Source: an optimization exercise on an open RTL-to-GDS flow (aim: small area, a short achievable clock period and few clock cycles per item). Production flows keep margins and buffers that such runs may drop.
Only the layout flow was run in this run; the RTL was not checked for function there.
No activity file was given, so power comes from the tool's default toggle rates.

==> design.v <==
module mete_fmul (
    input  wire        clk,
    input  wire [31:0] a,
    input  wire [31:0] b,
    input  wire        dbl,
    output reg  [31:0] y
);
    wire [7:0]  ea = a[30:23];
    wire [7:0]  eb = b[30:23];
    wire        a_ez = (ea == 8'd0);
    wire        b_ez = (eb == 8'd0);
    wire        a_fz = (a[22:0] == 23'd0);
    wire        b_fz = (b[22:0] == 23'd0);
    wire        a_em = &ea;
    wire        b_em = &eb;
    wire s_nan  = (a_em & ~a_fz) | (b_em & ~b_fz) | (a_em & b_ez & b_fz) | (b_em & a_ez & a_fz);
    wire s_inf  = a_em | b_em;
    wire s_zero = (a_ez & a_fz) | (b_ez & b_fz) | (a_ez & b_ez);
    wire [23:0] ma = {~a_ez, a[22:0]};
    wire [23:0] mb = {~b_ez, b[22:0]};
    wire [22:0] fs = a_ez ? a[22:0] : b[22:0];
    reg  [4:0]  lzs;
    integer i;
    always @* begin
        lzs = 5'd0;
        for (i = 0; i < 23; i = i + 1)
            if (fs[i]) lzs = 5'd23 - i[4:0];
    end
    wire [4:0]  lz0 = (a_ez | b_ez) ? lzs : 5'd0;
    wire signed [10:0] K = $signed({3'b0, a_ez ? 8'd1 : ea}) + $signed({3'b0, b_ez ? 8'd1 : eb}) - 11'sd126;
    wire signed [10:0] Km1 = K - 11'sd1;
    reg  [5:0]  t;
    reg         lim;    
    always @* begin
        if (K >= 11'sd1) begin
            if (Km1 < $signed({6'b0, lz0})) begin
                t = 6'd24 - Km1[5:0]; lim = 1'b1;
            end else begin
                t = 6'd24 - {1'b0, lz0}; lim = 1'b0;
            end
        end else begin
            t = ((11'sd1 - K) > 11'sd26) ? 6'd50 : (6'd24 + (6'd1 - K[5:0]));
            lim = 1'b1;
        end
    end
    wire signed [10:0] E0 = K - $signed({6'b0, lz0});
    reg [4:0] tza, tzb;
    always @* begin
        tza = 5'd24; tzb = 5'd24;
        for (i = 23; i >= 0; i = i - 1) begin
            if (ma[i]) tza = i[4:0];
            if (mb[i]) tzb = i[4:0];
        end
    end
    wire [47:0] ps, pc;
    mete_mul24 u_mul (.a(ma), .b(mb), .s(ps), .c(pc));
    reg [47:0] r_s, r_c;
    reg [5:0]  r_t;
    reg        r_lim;
    reg signed [10:0] r_E;
    reg [5:0]  r_tz;
    reg        r_sign, r_nan, r_inf, r_zero, r_dbl;
    always @(posedge clk) begin
        r_s <= ps; r_c <= pc;
        r_t <= t; r_lim <= lim | (E0 == 11'sd1); r_E <= E0;
        r_tz <= {1'b0, tza} + {1'b0, tzb};
        r_sign <= a[31] ^ b[31];
        r_nan <= s_nan; r_inf <= s_inf; r_zero <= s_zero; r_dbl <= dbl;
    end
    wire [47:0] p   = r_s + r_c;
    wire [49:0] pz  = {p, 2'b00};
    wire [25:0] w   = pz >> r_t;
    wire        sh1 = ~w[25] & ~r_lim;
    wire [23:0] m   = sh1 ? w[24:1] : w[25:2];
    wire        gg  = sh1 ? w[0] : w[1];
    wire        ss  = sh1 ? ({1'b0, r_tz} + 7'd2 < {1'b0, r_t})
                          : ({1'b0, r_tz} + 7'd1 < {1'b0, r_t});
    wire signed [10:0] Ef = sh1 ? (r_E - 11'sd1) : r_E;
    wire [7:0]  ef  = m[23] ? Ef[7:0] : 8'd0;
    wire        ovf = m[23] & (Ef >= 11'sd255);
    wire        rup = gg & (ss | m[0]);
    wire [30:0] rnd = {ef, m[22:0]} + {30'd0, rup};
    reg [30:0] mag;
    always @* begin
        if (r_nan)                      mag = 31'h7FC00000;
        else if (r_inf | ovf)           mag = {8'hFF, 23'd0};
        else if (r_zero)                mag = 31'd0;
        else                            mag = rnd;
    end
    reg [30:0] dm;
    always @* begin
        if (mag[30:23] == 8'hFF)        dm = mag;
        else if (mag[30:23] == 8'hFE)   dm = {8'hFF, 23'd0};
        else if (mag[30:23] == 8'h00)   dm = {mag[29:0], 1'b0};
        else                            dm = {mag[30:23] + 8'd1, mag[22:0]};
    end
    always @(posedge clk)
        y <= {r_nan ? 1'b0 : r_sign, r_dbl ? dm : mag};
endmodule
module mete_mul24 (
    input  wire [23:0] a,
    input  wire [23:0] b,
    output wire [47:0] s,
    output wire [47:0] c
);
    wire [26:0] bb = {2'b00, b, 1'b0};
    reg  [47:0] rows [0:14];
    reg  [2:0]  g;
    reg         neg, one, two;
    reg  [24:0] mm;
    integer j;
    always @* begin
        rows[13] = 48'd0;
        for (j = 0; j < 13; j = j + 1) begin
            g   = bb[2*j +: 3];
            neg = g[2] & ~(g[1] & g[0]);
            one = g[1] ^ g[0];
            two = (g[2] & ~g[1] & ~g[0]) | (~g[2] & g[1] & g[0]);
            mm  = ({25{one}} & {1'b0, a}) | ({25{two}} & {a, 1'b0});
            rows[j] = {22'd0, ~neg, mm ^ {25{neg}}} << (2*j);
            rows[13][2*j] = neg;
        end
        rows[14] = 48'h555556000000;
    end
    function [95:0] csa(input [47:0] x, input [47:0] y, input [47:0] z);
        csa = {x ^ y ^ z, ((x & y) | (x & z) | (y & z)) << 1};
    endfunction
    wire [95:0] l1a = csa(rows[0], rows[1], rows[2]);
    wire [95:0] l1b = csa(rows[3], rows[4], rows[5]);
    wire [95:0] l1c = csa(rows[6], rows[7], rows[8]);
    wire [95:0] l1d = csa(rows[9], rows[10], rows[11]);
    wire [95:0] l1e = csa(rows[12], rows[13], rows[14]);
    wire [95:0] l2a = csa(l1a[95:48], l1a[47:0], l1b[95:48]);
    wire [95:0] l2b = csa(l1b[47:0], l1c[95:48], l1c[47:0]);
    wire [95:0] l2c = csa(l1d[95:48], l1d[47:0], l1e[95:48]);
    wire [95:0] l3a = csa(l2a[95:48], l2a[47:0], l2b[95:48]);
    wire [95:0] l3b = csa(l2b[47:0], l2c[95:48], l2c[47:0]);
    wire [95:0] l4a = csa(l3a[95:48], l3a[47:0], l3b[95:48]);
    wire [95:0] l5a = csa(l4a[95:48], l4a[47:0], l3b[47:0]);
    wire [95:0] l6a = csa(l5a[95:48], l5a[47:0], l1e[47:0]);
    assign s = l6a[95:48];
    assign c = l6a[47:0];
endmodule
module mete_fadd (
    input  wire        clk,
    input  wire [31:0] a,
    input  wire [31:0] b,
    output reg  [31:0] y
);
    wire        a_em = &a[30:23];
    wire        b_em = &b[30:23];
    wire        a_fz = (a[22:0] == 23'd0);
    wire        b_fz = (b[22:0] == 23'd0);
    wire        a_ez = (a[30:23] == 8'd0);
    wire        b_ez = (b[30:23] == 8'd0);
    wire        a_nan = a_em & ~a_fz;
    wire        b_nan = b_em & ~b_fz;
    wire        a_inf = a_em & a_fz;
    wire        b_inf = b_em & b_fz;
    wire [7:0]  xa = a_ez ? 8'd1 : a[30:23];
    wire [7:0]  xb = b_ez ? 8'd1 : b[30:23];
    wire [8:0]  dab = {1'b0, xa} - {1'b0, xb};
    wire [8:0]  dba = {1'b0, xb} - {1'b0, xa};
    wire        swap = b[30:0] > a[30:0];
    wire [7:0]  ex   = swap ? xb : xa;
    wire [7:0]  d    = swap ? dba[7:0] : dab[7:0];
    wire [23:0] mx   = swap ? {~b_ez, b[22:0]} : {~a_ez, a[22:0]};
    wire [23:0] mw   = swap ? {~a_ez, a[22:0]} : {~b_ez, b[22:0]};
    wire        sx   = swap ? b[31] : a[31];
    wire        sub  = a[31] ^ b[31];
    reg [4:0] tza, tzb;
    integer i;
    always @* begin
        tza = 5'd31; tzb = 5'd31;
        for (i = 23; i >= 0; i = i - 1) begin
            if (i < 23 ? a[i] : ~a_ez) tza = i[4:0];
            if (i < 23 ? b[i] : ~b_ez) tzb = i[4:0];
        end
    end
    wire [4:0]  tzw = swap ? tza : tzb;
    wire        big  = (d > 8'd26);
    wire [4:0]  dd   = big ? 5'd27 : d[4:0];
    wire [26:0] mwsh = {mw, 3'b000} >> dd;
    wire        lost = ({1'b0, dd} > {1'b0, tzw} + 6'd3);
    wire [26:0] mwa  = {mwsh[26:1], mwsh[0] | lost};
    wire [27:0] sum  = sub ? ({1'b0, mx, 3'b000} - {1'b0, mwa})
                           : ({1'b0, mx, 3'b000} + {1'b0, mwa});
    reg  [27:0] r_sum;
    reg  [7:0]  r_ex;
    reg         r_sx, r_nan, r_inf, r_infs, r_zs;
    always @(posedge clk) begin
        r_sum  <= sum;
        r_ex   <= ex;
        r_sx   <= sx;
        r_nan  <= a_nan | b_nan | (a_inf & b_inf & sub);
        r_inf  <= a_inf | b_inf;
        r_infs <= a_inf ? a[31] : b[31];
        r_zs   <= a[31] & b[31];
    end
    reg [4:0] lz;
    always @* begin
        lz = 5'd27;
        for (i = 0; i < 27; i = i + 1)
            if (r_sum[i]) lz = 5'd26 - i[4:0];
    end
    reg [26:0] m;
    reg [8:0]  e;
    reg [4:0]  sh;
    always @* begin
        if (r_sum[27]) begin
            m  = {r_sum[27:2], r_sum[1] | r_sum[0]};
            e  = {1'b0, r_ex} + 9'd1;
            sh = 5'd0;
        end else begin
            sh = ({3'b0, lz} < r_ex) ? lz : (r_ex[4:0] - 5'd1);
            m  = r_sum[26:0] << sh;
            e  = {1'b0, r_ex} - {4'b0, sh};
        end
    end
    wire [30:0] pack     = {(m[26] ? e[7:0] : 8'd0), m[25:3]};
    wire        round_up = m[2] & (m[1] | m[0] | m[3]);
    wire [30:0] rounded  = pack + {30'd0, round_up};
    always @(posedge clk) begin
        if (r_nan)
            y <= 32'h7FC00000;
        else if (r_inf)
            y <= {r_infs, 8'hFF, 23'd0};
        else if (r_sum == 28'd0)
            y <= {r_zs, 31'd0};
        else if (e >= 9'd255)
            y <= {r_sx, 8'hFF, 23'd0};
        else
            y <= {r_sx, rounded};
    end
endmodule
module mete (
    input  wire        clk,
    input  wire        rst,
    input  wire        bus_sel,
    input  wire        bus_we,
    input  wire [7:2]  bus_addr,
    input  wire [31:0] bus_wdata,
    output wire [31:0] bus_rdata,
    output wire        bus_ack,
    output wire        irq
);
    localparam [31:0] ID_VALUE     = 32'h4D455445;
    localparam [31:0] PARAM_VALUE  = 32'h001001FF;
    localparam [31:0] THRESH_VALUE = 32'h40800000;
    localparam [5:0] A_ID = 6'd0, A_CTRL = 6'd1, A_CMD = 6'd2, A_STATUS = 6'd3,
                     A_PIX = 6'd4, A_CRE = 6'd5, A_CIM = 6'd6, A_RESULT = 6'd7,
                     A_RGB = 6'd8, A_ZRE = 6'd9, A_ZIM = 6'd10, A_MOD2 = 6'd11,
                     A_ITER = 6'd12, A_PARAM = 6'd13, A_THRESH = 6'd14;
    localparam [3:0] E_ILLEGAL = 4'd1, E_START_BUSY = 4'd2, E_BAD_CONFIG = 4'd3,
                     E_COORD = 4'd4, E_ABORTED = 4'd5, E_OPERAND_BUSY = 4'd6;
    reg        ie_done, ie_err;
    reg [4:0]  log2n;
    reg        busy, done, err;
    reg [3:0]  errcode;
    reg [31:0] pix_xy;
    reg [31:0] c_re, c_im;
    reg        valid, dvg;
    reg [31:0] z_re, z_im, mod2;     
    reg [7:0]  iter;                 
    reg        ack_q, we_q;
    reg [5:0]  a_q;
    reg [31:0] wd_q;
    reg [31:0] rd_q;
    reg        irq_q;
    reg        rst_q;                   
    reg        run, fin, first, xy, stall;
    reg [2:0]  phase;
    reg [31:0] zr, zi, aa, bb;
    reg [31:0] sr, si;
    reg [7:0]  s_idx;
    reg        sv, det;
    reg        dv_run;
    reg [2:0]  dv_k;
    reg [7:0]  dv_rem;
    reg [4:0]  dv_p;
    reg        relabel;
    reg [7:0]  cyc;
    assign bus_ack   = ack_q;
    assign bus_rdata = rd_q;
    assign irq       = irq_q & ~rst_q;
    reg  [31:0] mul_a, mul_b, add_a, add_b;
    reg         mul_dbl;
    wire [31:0] mo, ao;
    mete_fmul u_mul (.clk(clk), .a(mul_a), .b(mul_b), .dbl(mul_dbl), .y(mo));
    mete_fadd u_add (.clk(clk), .a(add_a), .b(add_b), .y(ao));
    wire [7:0]  mexp = 8'd152 - {3'd0, log2n};
    wire [15:0] half = 16'd1 << (log2n - 5'd1);
    wire [31:0] f_x  = {1'b0, mexp, 7'd0, pix_xy[15:0]};
    wire [31:0] f_y  = {1'b1, mexp, 7'd0, pix_xy[31:16]};
    wire [31:0] f_hp = {1'b0, mexp, 7'd0, half};
    wire [31:0] f_hn = {1'b1, mexp, 7'd0, half};
    always @* begin
        mul_a = ao; mul_b = ao; mul_dbl = 1'b0;
        if (phase == 3'd1) begin mul_a = zr; mul_b = zi; mul_dbl = 1'b1; end
        case (phase)
            3'd2:    begin add_a = mo; add_b = {~bb[31], bb[30:0]}; end
            3'd3:    begin add_a = first ? (xy ? f_hp : 32'd0) : mo; add_b = first ? (xy ? f_y : c_im) : c_im; end
            3'd4:    begin add_a = first ? (xy ? f_x : 32'd0) : ao; add_b = first ? (xy ? f_hn : c_re) : c_re; end
            default: begin add_a = aa; add_b = bb; end
        endcase
    end
    wire        m_gt4   = ~ao[31] & (ao[30:0] > 31'h40800000) & (ao[30:0] <= 31'h7F800000);
    wire        chk_now = run & (phase == 3'd1) & ~first;
    wire        fin_now = chk_now & (m_gt4 | (iter == 8'd255));
    wire        floor_ok = ~det | (cyc == 8'd255);
    wire        capture = bus_sel & ~ack_q;
    wire        commit_w = (fin | fin_now) & floor_ok;           
    wire        commit   = commit_w & ~capture;
    wire [7:0]  n_idx   = iter + 8'd1;                          
    wire        z_eq    = (zr == sr) & (zi == si);
    wire        save_pt = (n_idx[3:0] == 4'd0) | (n_idx == 8'd1) | (n_idx == 8'd2) |
                          (n_idx == 8'd4) | (n_idx == 8'd8);
    wire        pchk    = run & (phase == 3'd1) & ~det & ~fin_now;
    wire        found   = pchk & sv & z_eq;
    wire [11:0] dv_t    = {7'd0, dv_p} << dv_k;
    wire        dv_fit  = ({4'd0, dv_rem} >= dv_t);
    wire [7:0]  dv_nrem = dv_fit ? (dv_rem - dv_t[7:0]) : dv_rem;
    wire        wr        = ack_q & we_q;
    wire        busy_aft  = busy & ~commit_w;      
    wire        is_cmd    = wr & (a_q == A_CMD);
    wire        cmd_legal = (wd_q[31:4] == 28'd0) & (wd_q[3:0] < 4'd4);
    wire [3:0]  op        = wd_q[3:0];
    wire [15:0] px = pix_xy[15:0];
    wire [15:0] py = pix_xy[31:16];
    wire        l_ok  = (log2n >= 5'd1) & (log2n <= 5'd16);
    wire        xy_ok = ((px >> log2n) == 16'd0) & ((py >> log2n) == 16'd0);
    reg        rec_err;
    reg [3:0]  rec_code;
    reg        do_start, do_map, do_abort;
    always @* begin
        rec_err = 1'b0; rec_code = 4'd0;
        do_start = 1'b0; do_map = 1'b0; do_abort = 1'b0;
        if (is_cmd) begin
            if (!cmd_legal) begin
                rec_err = 1'b1; rec_code = E_ILLEGAL;
            end else if (op == 4'd1 || op == 4'd2) begin
                if (busy_aft) begin
                    rec_err = 1'b1; rec_code = E_START_BUSY;
                end else if (op == 4'd1 && !l_ok) begin
                    rec_err = 1'b1; rec_code = E_BAD_CONFIG;
                end else if (op == 4'd1 && !xy_ok) begin
                    rec_err = 1'b1; rec_code = E_COORD;
                end else begin
                    do_start = 1'b1;
                    do_map   = (op == 4'd1);
                end
            end else if (op == 4'd3 && busy_aft) begin
                do_abort = 1'b1;
                rec_err  = 1'b1; rec_code = E_ABORTED;
            end
        end
        if (wr && (a_q == A_CRE || a_q == A_CIM) && busy_aft) begin
            rec_err = 1'b1; rec_code = E_OPERAND_BUSY;
        end
    end
    reg        n_busy, n_done, n_err, n_ie_done, n_ie_err;
    reg [3:0]  n_errcode;
    always @* begin
        n_busy = busy; n_done = done; n_err = err; n_errcode = errcode;
        n_ie_done = ie_done; n_ie_err = ie_err;
        if (commit) begin n_busy = 1'b0; n_done = 1'b1; end
        if (wr && a_q == A_CTRL) begin n_ie_done = wd_q[0]; n_ie_err = wd_q[1]; end
        if (wr && a_q == A_STATUS) begin
            if (wd_q[1]) n_done = 1'b0;
            if (wd_q[2]) begin n_err = 1'b0; n_errcode = 4'd0; end
        end
        if (rec_err && !err) begin n_err = 1'b1; n_errcode = rec_code; end
        if (do_abort) n_busy = 1'b0;
        if (do_start) begin n_busy = 1'b1; n_done = 1'b0; end
    end
    wire [7:0] inten = dvg ? (8'd0 - iter) : 8'd0;
    reg [31:0] rdv;
    always @* begin
        case (bus_addr)
            A_ID:     rdv = ID_VALUE;
            A_CTRL:   rdv = {19'd0, log2n, 6'd0, ie_err, ie_done};
            A_STATUS: rdv = {24'd0, errcode, 1'b0, err, done, busy};
            A_PIX:    rdv = pix_xy;
            A_CRE:    rdv = c_re;
            A_CIM:    rdv = c_im;
            A_RESULT: rdv = {23'd0, valid, valid ? inten : 8'd0};
            A_RGB:    rdv = valid ? {8'd0, inten, inten, inten} : 32'd0;
            A_ZRE:    rdv = z_re;
            A_ZIM:    rdv = z_im;
            A_MOD2:   rdv = mod2;
            A_ITER:   rdv = {24'd0, iter};
            A_PARAM:  rdv = PARAM_VALUE;
            A_THRESH: rdv = THRESH_VALUE;
            default:  rdv = 32'd0;
        endcase
    end
    always @(posedge clk) begin
        rst_q <= rst;
        we_q <= bus_we;
        a_q  <= bus_addr;
        wd_q <= bus_wdata;
        rd_q <= rdv;
    end
    always @(posedge clk) begin
        if (rst_q) begin
            ack_q <= 1'b0; irq_q <= 1'b0;
            ie_done <= 1'b0; ie_err <= 1'b0; log2n <= 5'd10;
            busy <= 1'b0; done <= 1'b0; err <= 1'b0; errcode <= 4'd0;
            pix_xy <= 32'd0; c_re <= 32'd0; c_im <= 32'd0;
            valid <= 1'b0; dvg <= 1'b0;
            z_re <= 32'd0; z_im <= 32'd0; mod2 <= 32'd0; iter <= 8'd0;
            run <= 1'b0; fin <= 1'b0; first <= 1'b0; xy <= 1'b0; stall <= 1'b0;
            phase <= 3'd0; sv <= 1'b0; det <= 1'b0; dv_run <= 1'b0; relabel <= 1'b0;
            cyc <= 8'd0;
        end else begin
            ack_q <= bus_sel & ~ack_q & ~stall;
            busy <= n_busy; done <= n_done; err <= n_err; errcode <= n_errcode;
            ie_done <= n_ie_done; ie_err <= n_ie_err;
            irq_q <= (n_done & n_ie_done) | (n_err & n_ie_err);
            if (cyc != 8'd255) cyc <= cyc + 8'd1;
            if (run) begin
                phase <= (phase == 3'd5) ? 3'd0 : phase + 3'd1;
                case (phase)
                    3'd5: begin
                        zi <= ao; z_im <= zi;
                        if (first && xy) c_im <= ao;
                    end
                    3'd0: begin zr <= ao; z_re <= zr; if (first && xy) c_re <= ao; stall <= 1'b0; end
                    3'd1: begin
                        bb <= mo;
                        if (!first) mod2 <= ao;
                        first <= 1'b0;
                        if (fin_now) begin
                            run <= 1'b0; fin <= 1'b1;
                            dvg <= m_gt4;
                        end else
                            iter <= n_idx;
                    end
                    3'd2: aa <= mo;
                    default: ;
                endcase
                if (pchk) begin
                    if (found) begin
                        det <= 1'b1; dv_run <= 1'b1; dv_k <= 3'd7;
                        dv_rem <= ~n_idx; dv_p <= n_idx[4:0] - s_idx[4:0];
                    end else if (save_pt) begin
                        sr <= zr; si <= zi; s_idx <= n_idx; sv <= 1'b1;
                    end
                end
                if (dv_run) begin
                    dv_rem <= dv_nrem;
                    dv_k <= dv_k - 3'd1;
                    if (dv_k == 3'd0) begin dv_run <= 1'b0; relabel <= 1'b1; end
                end
                if (relabel && phase == 3'd4) begin
                    relabel <= 1'b0;
                    iter <= (dv_rem != 8'd0) ? (8'd0 - dv_rem) : (8'd0 - {3'd0, dv_p});
                end
            end
            if (commit) begin
                fin <= 1'b0; valid <= 1'b1;
            end
            if (fin_now && commit) run <= 1'b0;
            if (wr) begin
                case (a_q)
                    A_CTRL: log2n <= wd_q[12:8];
                    A_PIX:  pix_xy <= wd_q;
                    A_CRE:  if (!busy_aft) c_re <= wd_q;
                    A_CIM:  if (!busy_aft) c_im <= wd_q;
                    default: ;
                endcase
            end
            if (do_abort) begin
                run <= 1'b0; fin <= 1'b0; dv_run <= 1'b0; relabel <= 1'b0;
            end
            if (do_start) begin
                run <= 1'b1; fin <= 1'b0; first <= 1'b1; xy <= do_map;
                phase <= 3'd3; iter <= 8'd0; valid <= 1'b0; dvg <= 1'b0;
                sv <= 1'b0; det <= 1'b0; dv_run <= 1'b0; relabel <= 1'b0;
                cyc <= 8'd0;
                stall <= do_map;
            end
        end
    end
endmodule
==> run.sh <==
#!/bin/bash
# synth_recipe.tcl (not shown) runs the flow's synth.tcl, then flattens the netlist and writes it again
# the make line also repeats each setting of config.mk as NAME=value (left out here)
make -C /OpenROAD-flow-scripts/flow DESIGN_CONFIG=/design/flow/config.mk WORK_HOME=/design/flow/orfs CLKGATE_MAP_FILE= SYNTH_SCRIPT=/design/flow/synth_recipe.tcl finish
==> config.mk <==
export PLATFORM = sky130hd
export DESIGN_NAME = mete
export DESIGN_NICKNAME = mete
export VERILOG_FILES = /design/flow/design.v
export SDC_FILE = /design/flow/constraint.sdc
export NUM_CORES = 4
export LEC_CHECK = 0
export CAP_MARGIN = 20
export CORE_MARGIN = 2
export CORE_UTILIZATION = 30
export SLEW_MARGIN = 20
==> constraint.sdc <==
create_clock -name core_clock -period 27.0 [get_ports {clk}]
set_input_delay 5.4000 -clock core_clock [delete_from_list [all_inputs] [get_ports {clk}]]
set_output_delay 5.4000 -clock core_clock [all_outputs]
set_load 0.01 [all_outputs]
==> flow_summary.ini <==
[clocking]
cts_tree = done
root_buffer = clkbuf_16
post-cts-setup-buffer-count = 0
clock_latency_ps = 720
cts_max_level = 3
cts.sinks = 747
post_cts_resized = 0
clockBufferDepth = 3
cts_made_buffers = 85
cts_hold_buf = 0
path_clk_slew_ps = 60

[detailed_routing]
drt-initial-drc-count = 8725
ant_nets = 0
drc = 0
dr.pass1.iters = 8
vias = 66178
finalWirelength_um = 298100
drt-vias-per-instance = 5.946
wire_per_inst_um = 26.78

[grt]
grt_max_degree = 103
antenna_found_initial = 24
grt_pass1_vias = 62691
grt_pass1_wl_um = 434300
gr-total-overflow = 0
grtUsageTotal = 0.2510

[timing]
final-max-slew-violation-count = 0
timing.setup.tns_ps = 0
hold_viol = 0
tightest_slew_ps = 1190
rsz0062_at_grt = no
max_freq_mhz = 73.17
finalCritPeriodShare = 0.5061
min_period_ps = 13670
relSlewSlack = 0.2049
final-setup-viol-count = 0
fin_skew_ps = 31.05

[power]
p_leak_uw = 0.02880
ir_worst_vdd_mv = 0.04575
p_per_area_nw_per_um2 = 32.33

[place]
dp_hpwl_um = 226000
place_inst = 10957
gp_congestion = 1.048
port_buffers = 75

[finish]
ff_latch_area_um2 = 17100
instances_no_fill = 11129
drive_above_1_share = 0.07298
syn2layout_area_growth_pct = 10.54
fillers = 23485
nets = 8728
multi_input_area_um2 = 46220

[synth]
synth_cell_types = 132
syn_nets = 8914
synthCells = 8239
synthFlopType = dfxtp_1
netlist_top_cells_area = dfxtp_1 16%, edfxtp_1 9.5%, fa_1 8.1%, ha_1 6.7%, nand2_1 5.0%
async_reset_ff_frac = 0
synth_top_area_frac = 0.1585
yosys-top-cells-count = 894 x nand2_1, 637 x nor2_1, 622 x a21oi_1, 589 x inv_1, 534 x dfxtp_1
synth.avg_cell_area_um2 = 8.187
netlist_area_um2 = 67450
synth.most_common_cell = nand2_1
ys_seq_area_frac = 0.2533
yosysTopAreaCell = dfxtp_1
synth-seq-cells = 747
synth-edff-count = 213
synth.yosys.warnings = 5

[critical_path]
path_class = flop to flop
critPathCapture = u_add.r_sum[25]$_DFF_P_
crit_arrival_ps = 14250
endpoint_kind = flop
slowest_delay_ps = 860
cp_slowest_cell = dfxtp_1
rr_worst_depth = 47
r2r_setup_slack_ps = 13330
required_ps = 27580
r2r_end = u_add.r_sum[25]$_DFF_P_
r2r_start = phase[0]$_SDFFE_PP0P_
critPathLaunch = phase[0]$_SDFFE_PP0P_
crit_fanout = 31
start_kind = flop

[floorplanning]
die_height_um = 478.2
die_x_um = 478.2
initial_core_util = 0.3008
core_um2 = 224200
die-area_um2 = 228700
num_rows = 174
io_pins = 76

[run]
drv_cap = 0

[status]
outcome = finished clean

[min_path]
hold_class = flop to flop
## final cells by class
| type | instances | area share |
|---|---|---|
| inverter | 603 | 0.03039 |
| sequential | 747 | 0.2293 |
| tap | 2992 | 0.05021 |
| clock inverter | 53 | 0.008608 |
| timing repair buffer | 273 | 0.03027 |
| antenna | 12 | 0.0004027 |
| clock buffer | 106 | 0.03098 |
| multi-input combinational | 6343 | 0.6199 |
## routing by layer
| layer | vias to the layer above | part of all wire | GRT usage |
|---|---|---|---|
| li1 | 29471 | - | - |
| met1 | 32225 | 0.40 | 0.3211 |
| met2 | 3693 | 0.45 | 0.4048 |
| met3 | 783 | 0.082 | 0.03794 |
| met4 | 6 | 0.064 | 0.1373 |
| met5 | - | 0.00015 | 0 |
## cells in the final DEF (no fill, tap or decap), drive strengths merged, types with 75 or more instances in the layout
cell type and count:
fa 273, clkbuf 106, buf 198, nand3 168
ha 360, edfxtp 213, o21ai 335, clkdlybuf4s50 75
a22oi 361, xnor2 376, xor2 142, a31oi 79
mux2i 231, inv 612, nor4 87, nand2 895
o22ai 86, a21o 79, dfxtp 534, a211oi 132
a21oi 625, nor2 638, nand4 96, nor3 157
## how the worst min path moves through the flow
stage | startpoint | endpoint | slack [ps] | cells past startpoint
after floorplan | stall$_SDFFE_PP0P_ | ack_q$_SDFF_PP0_ | 400 | 1
after global placement | mod2[15]$_SDFFE_PP0P_ | mod2[15]$_SDFFE_PP0P_ | 440 | 2
after detailed placement | mod2[23]$_SDFFE_PP0P_ | mod2[23]$_SDFFE_PP0P_ | 450 | 2
after CTS | stall$_SDFFE_PP0P_ | ack_q$_SDFF_PP0_ | 430 | 1
after global routing | stall$_SDFFE_PP0P_ | ack_q$_SDFF_PP0_ | 440 | 1
final | stall$_SDFFE_PP0P_ | ack_q$_SDFF_PP0_ | 440 | 1
## cells by family (layout without fill, tap and decap cells)
kind of cell | Yosys count | count (layout) | synth area share
mux | 299 | 299 | 0.04830
xor+xnor | 518 | 518 | 0.06726
compound gates | 2411 | 2411 | 0.2449
flops | 747 | 747 | 0.2533
other cells | 0 | 12 | 0
fa+ha+maj | 634 | 634 | 0.1479
buf+inv | 1149 | 1035 | 0.06516
simple gates | 2481 | 2481 | 0.1731
## state kept, by name, indices dropped and copies added (netlist names), 11 cells and up
signal / cells
z_im: 32
zr: 32
pix_xy: 32
bb: 32
c_re: 32
sr: 32
u_add.y: 32
aa: 32
wd_q: 32
mod2: 32
u_add.r_sum: 28
u_mul.y: 32
z_re: 32
u_mul.r_c: 43
u_mul.r_E: 11
u_mul.r_s: 48
si: 32
c_im: 32
rd_q: 32
zi: 32
## through the flow
stage / power (uW) / setup WS, ps / hold WS (ps) / util / instance area, um^2
6_report: 2411 / 13330 / 438.4 / 0.3325 / 74560
4_1_cts: 2431 / 13520 / 430.0 / 0.3321 / 74480
3_3_place_gp: 1206 / 13670 / 441.1 / 0.3189 / 71520
5_1_grt: 2477 / 12340 / 438.6 / 0.3325 / 74550
2_1_floorplan: 1188 / 16480 / 399.5 / - / 67450
3_5_place_dp: 1206 / 13500 / 446.2 / 0.3190 / 71530
## worst max-delay path: cells and delay by family, from the launching register on
kind | cells | cell delay [ps]
compound gates | 25 | 5140
flops | 1 | 860
buf+inv | 5 | 1940
simple gates | 12 | 3690
mux | 1 | 650
fa+ha+maj | 4 | 1170
## power breakdown
part / internal (uW) / switching, uW
Combinational: 9.01 / 13.5
Sequential: 1150 / 9.54
Clock: 699 / 529
Total: 1860 / 553

==> separate check: timing with driven ports <==
The results above use ideal ports. As a check the final layout listed here was re-extracted and re-timed, cells and wires unchanged. Step 1 (the two cells are an assumption about what drives the block):
set clk [get_ports {clk}]
set_driving_cell -lib_cell sky130_fd_sc_hd__clkbuf_16 $clk
set_driving_cell -lib_cell sky130_fd_sc_hd__buf_2 [delete_from_list [all_inputs] $clk]
Step 2 times the ports against the registers' clock, not the clock port: input delays grow and output delays shrink by t, the midpoint of the rising clock arrivals with the driver on. a / b / c = ideal / step 1 / step 2; a / b = the first two.
t (ns): 0.796
slack for setup (ns): 13.334 / 13.334 / 13.334
latest minus earliest clock arrival (ns): 0.031 / 0.031
worst data-port slew with drivers (ns): 0.22
After both steps setup and hold are still met in this run. The setup slack of this run moves by 0.000 ns with the drivers and by 0.000 ns with both steps.
